What follows belongs to an exercise in optimizing a design on an open flow for small area, a short achievable clock period and few clock cycles per item; a production flow would make more cautious choices. RTL that was checked went through simulation tests only; none was proved equivalent to the original. No activity file was given, so power comes from the tool's default toggle rates.

==> flow/design.v (excerpt) <==
module fquot (
    input  wire        clk,
    input  wire        rst,         
    input  wire        start,
    input  wire [47:0] n,
    input  wire [31:0] d,
    output reg         busy,
    output reg         done,
    output reg  [63:0] q
);
    reg        run;             
    reg        dvd;             
    reg [31:0] rem;             
    reg [31:0] dv;              
    reg [6:0]  em1;             
    reg [5:0]  cnt;             
    wire        n_ok  = rem[30];
    wire        n_z8  = (rem[30:23] == 8'd0);
    wire        n_z   = n_z8 && (rem[22:0] == 23'd0) && (q[63:47] == 17'd0);
    wire        d_ok  = dv[31];
    wire        d_z8  = (dv[31:24] == 8'd0);
    wire        d_z   = (dv == 32'd0);
    wire        norm  = dvd || (n_ok && d_ok);
    wire [32:0] x     = {rem, q[63]};
    wire [32:0] diff  = x - {1'b0, dv};
    wire        ge    = norm && !diff[32];
    wire [31:0] rnext = ge ? diff[31:0] : x[31:0];
    wire [6:0]  sn    = n_ok ? 7'd0 : (n_z8 ? 7'd8 : 7'd1);
    wire [6:0]  sd    = d_ok ? 7'd0 : (d_z8 ? 7'd8 : 7'd1);
    wire        sticky = (rem != 32'd0);
    wire        inc    = q[0] & (sticky | q[1]);
    wire [52:0] frnd   = {1'b0, q[52:1]} + {52'd0, inc};
    wire [6:0]  ez     = em1 + {6'd0, frnd[52]};
    wire [10:0] ebits  = {~ez[6], {3{ez[6]}}, ez};
    always @(posedge clk) begin
        if (rst) begin
            busy <= 1'b0;
            done <= 1'b0;
            run  <= 1'b0;
        end else begin
            done <= 1'b0;
            if (!busy) begin
                if (start) begin
                    busy <= 1'b1;
                    run  <= 1'b1;
                end
            end else if (run) begin
                if (!dvd && (d_z || n_z)) begin
                    busy <= 1'b0;
                    done <= 1'b1;
                    run  <= 1'b0;
                end else if (norm && cnt == 6'd53) begin
                    run <= 1'b0;
                end
            end else begin
                busy <= 1'b0;
                done <= 1'b1;
            end
        end
    end
    always @(posedge clk) begin
        if (!busy) begin
            if (start) begin
  ...
Settings: LEC_CHECK=0, ABC_CLOCK_PERIOD_IN_PS=2000, CAP_MARGIN=20, CORE_MARGIN=2, CORE_UTILIZATION=40, SETUP_SLACK_MARGIN=5, SLEW_MARGIN=20; clock period 10.0 ns.
run.sh (not shown) runs the stock make flow with config.mk's settings and CLKGATE_MAP_FILE= SYNTH_SCRIPT=/design/flow/synth_recipe.tcl, a recipe that flattens the netlist after the stock synthesis.
The baseline went through all stages and came out clean.
Then changed:
- ABC_CLOCK_PERIOD_IN_PS: 2000 -> default
- SETUP_SLACK_MARGIN: 5 -> default
- via count is higher slightly
- sequential share of layout area stays flat
- synthesized cell count stays the same
- die area does not change
No functional check of the RTL was part of any run of this note.

* * *

fquot, a different RTL version from the one above (not shown whole).
Size in the first run: about 150 flip-flops, about 16000 um^2 of cells after synthesis.
export LEC_CHECK = 0
export CAP_MARGIN = 10
export CORE_MARGIN = 2
export CORE_UTILIZATION = 40
export SETUP_SLACK_MARGIN = 5
export SLEW_MARGIN = 10
create_clock -name core_clock -period 10.0 [get_ports {clk}]
standard.sh (not shown) runs the stock make flow with config.mk's settings and CLKGATE_MAP_FILE= SYNTH_SCRIPT=/design/flow/synth_recipe.tcl, a recipe that flattens the netlist after the stock synthesis.
==> flow/flow/run.sh <==
#!/bin/bash
# The standard layout (standard.sh, unchanged synthesis and steps), with
# the port buffers made from sky130_fd_sc_hd__buf_1 instead of the delay
# cell buffer_ports picks by default, and timing repair aiming for 5.6 ns of
# setup slack.  make's full output goes to make.log.
set -euo pipefail
bash standard.sh "BUFFER_PORTS_ARGS=-buffer_cell sky130_fd_sc_hd__buf_1" SETUP_SLACK_MARGIN=5.6 finish > make.log 2>&1
The first run went through all stages and came out clean.
Testbench counts at the start, summed over its fixed seeds: cycles 15,736, divisions 512.
Change:
==> flow/run.sh (new file) <==
#!/bin/bash
# synth_recipe.tcl (not shown) runs the flow's synth.tcl, then flattens the netlist and writes it again
# the make line also repeats each setting of config.mk as NAME=value (left out here)
make -C /OpenROAD-flow-scripts/flow DESIGN_CONFIG=/design/flow/config.mk WORK_HOME=/design/flow/orfs CLKGATE_MAP_FILE= SYNTH_SCRIPT=/design/flow/synth_recipe.tcl finish
CAP_MARGIN = 20   (was 10)
SLEW_MARGIN = 20   (was 10)
removed: flow/flow/run.sh
removed: flow/standard.sh
Result: The changed run produced a clean layout. Clock skew increases by 0.0035 ns. Hold slack improved by 0.0042 ns. Die area is unchanged. Routed wire length decreases by 4.3%. Cell area decreases by 0.77%. Combinational power shrinks by 13%.
Change:
CORE_UTILIZATION = 55   (was 40)
Non-clock buffer count climbs by 3.
Global-route usage climbs by 8.1 points.
Total power is about the same.
Routed wire length drops by a little under a tenth.
Clock power climbs slightly.
Worst setup slack is about the same.
Count of clock-buffer cells in the layout drops by 2.
Via count climbs slightly.
Area after synthesis is unchanged.

* * *

fquot again, from the RTL that the note above started with.
==> flow/config.mk <==
export PLATFORM = sky130hd
export DESIGN_NAME = fquot
export DESIGN_NICKNAME = fquot
export VERILOG_FILES = /design/flow/design.v
export SDC_FILE = /design/flow/constraint.sdc
export NUM_CORES = 4
export LEC_CHECK = 0
export CAP_MARGIN = 20
export CORE_MARGIN = 2
export CORE_UTILIZATION = 40
export SETUP_SLACK_MARGIN = 5
export SLEW_MARGIN = 20
==> flow/constraint.sdc <==
create_clock -name core_clock -period 10.0 [get_ports {clk}]
set_input_delay 2.0000 -clock core_clock [delete_from_list [all_inputs] [get_ports {clk}]]
set_output_delay 2.0000 -clock core_clock [all_outputs]
set_load 0.01 [all_outputs]
==> flow/flow/run.sh <==
#!/bin/bash
# The standard layout (standard.sh, unchanged synthesis and steps), with
# the port buffers made from sky130_fd_sc_hd__buf_1 instead of the delay
# cell buffer_ports picks by default, and timing repair aiming for 6.2 ns of
# setup slack.  make's full output goes to make.log.
set -euo pipefail
bash standard.sh "BUFFER_PORTS_ARGS=-buffer_cell sky130_fd_sc_hd__buf_1" SETUP_SLACK_MARGIN=6.2 finish > make.log 2>&1
Testbench counts at the start, summed over its fixed seeds: cycles 15,736, divisions 512.
Edit:
==> flow/flow/run.sh (replaced) <==
#!/bin/bash
# The standard layout (standard.sh, unchanged synthesis and steps), with
# the port buffers made from sky130_fd_sc_hd__buf_1 instead of the delay
# cell buffer_ports picks by default, and timing repair aiming for 5.6 ns of
# setup slack.  make's full output goes to make.log.
set -euo pipefail
bash standard.sh "BUFFER_PORTS_ARGS=-buffer_cell sky130_fd_sc_hd__buf_1" SETUP_SLACK_MARGIN=5.6 finish > make.log 2>&1
Effect:
- The new run passed the timing, design-rule and antenna checks
- worst setup slack gets worse by 0.16 ns
- final area fell by 5.8%
- total power goes down by 5.4%
- die area does not change
- global-route usage rose by 0.62 points
- area after synthesis is unchanged
- clock skew is about the same
Edit:
==> flow/flow/run.sh (replaced) <==
#!/bin/bash
# The standard layout (standard.sh, unchanged synthesis and steps), with
# the port buffers made from sky130_fd_sc_hd__buf_1 instead of the delay
# cell buffer_ports picks by default.  make's full output goes to make.log.
set -euo pipefail
bash standard.sh "BUFFER_PORTS_ARGS=-buffer_cell sky130_fd_sc_hd__buf_1" finish > make.log 2>&1
=> Worst hold slack gets better by 0.0066 ns. Clock power barely changes. Clock-buffer cell count stays the same. Worst setup slack gets worse by 0.44 ns. Via count decreases by 2.9%.

* * *

Another version of the RTL of fquot (not shown whole).
For scale: roughly 2,600 cells after synthesis, about 180 flip-flops, ~150 I/O pins.
clock: 10.0 ns
lec_check: 0
abc_clock_period_in_ps: 2000
cap_margin: 20
core_margin: 2
core_utilization: 40
slew_margin: 20
==> flow/flow/run.sh <==
#!/bin/bash
set -euo pipefail
bash standard.sh SETUP_SLACK_MARGIN=6.5 finish > make_finish.log 2>&1
Testbench counts at the start, summed over its fixed seeds: cycles 17,137, divisions 512.
Next try:
==> flow/run.sh (new file) <==
#!/bin/bash
# synth_recipe.tcl (not shown) runs the flow's synth.tcl, then flattens the netlist and writes it again
# the make line also repeats each setting of config.mk as NAME=value (left out here)
make -C /OpenROAD-flow-scripts/flow DESIGN_CONFIG=/design/flow/config.mk WORK_HOME=/design/flow/orfs CLKGATE_MAP_FILE= SYNTH_SCRIPT=/design/flow/synth_recipe.tcl finish
--- a/flow/config.mk
+++ b/flow/config.mk
@@ -11,0 +12 @@
+export SETUP_SLACK_MARGIN = 5
removed: flow/flow/run.sh
removed: flow/standard.sh
Sequential share of layout area is higher by 2.4 points. Sequential power increases by about 7%. Global-route usage went down by 1.8 points.

## separate check: timing with driven ports
No port has a modelled driver above. Below, the same layouts with a new extraction and two added sets of constraints.
Step 1 sets driving cells, clkbuf_16 on the clock port and buf_2 on the other inputs (assumed; they add their load-dependent delay and slew).
Step 2 adds t to the input delays and takes it off the output delays; t is the mean of the earliest and latest rising clock arrival at the registers after step 1. Input paths then give back, and output paths get back, about the clock's delay inside the block.
Slacks: ideal / step 1 / step 2; pairs: ideal / step 1.
run | shift t [ns] | setup WS [ns] | worst setup path at the end | latest minus earliest clock arrival (ns) | pins driven straight from the clock port
the first run of note 1 | 0.483 | 5.389 / 5.389 / 5.389 | register to register | 0.025 / 0.025 | 1
the second run of note 1 | 0.485 | 4.876 / 4.876 / 4.876 | register to register | 0.022 / 0.022 | 1
the first run of note 2 | 0.531 | 5.576 / 5.576 / 5.210 | input to register | 0.012 / 0.012 | 1
the second run of note 2 | 0.512 | 5.105 / 5.105 / 4.637 | input to register | 0.016 / 0.016 | 1
the third run of note 2 | 0.488 | 5.104 / 5.117 / 4.647 | input to register | 0.021 / 0.021 | 1
the first run of note 3 | 0.516 | 5.739 / 5.739 / 5.387 | input to register | 0.012 / 0.013 | 1
the second run of note 3 | 0.531 | 5.576 / 5.576 / 5.210 | input to register | 0.012 / 0.012 | 1
the third run of note 3 | 0.524 | 5.139 / 5.139 / 4.670 | input to register | 0.010 / 0.010 | 1
the first run of note 4 | 0.572 | 5.698 / 5.698 / 5.698 | register to register | 0.025 / 0.025 | 1
the second run of note 4 | 0.560 | 5.233 / 5.233 / 5.233 | register to register | 0.020 / 0.020 | 1
After both steps every run listed still meets setup and hold. The setup slack of the third run of note 3, which loses most, moves by 0.000 ns with the drivers and by -0.469 ns with both steps.
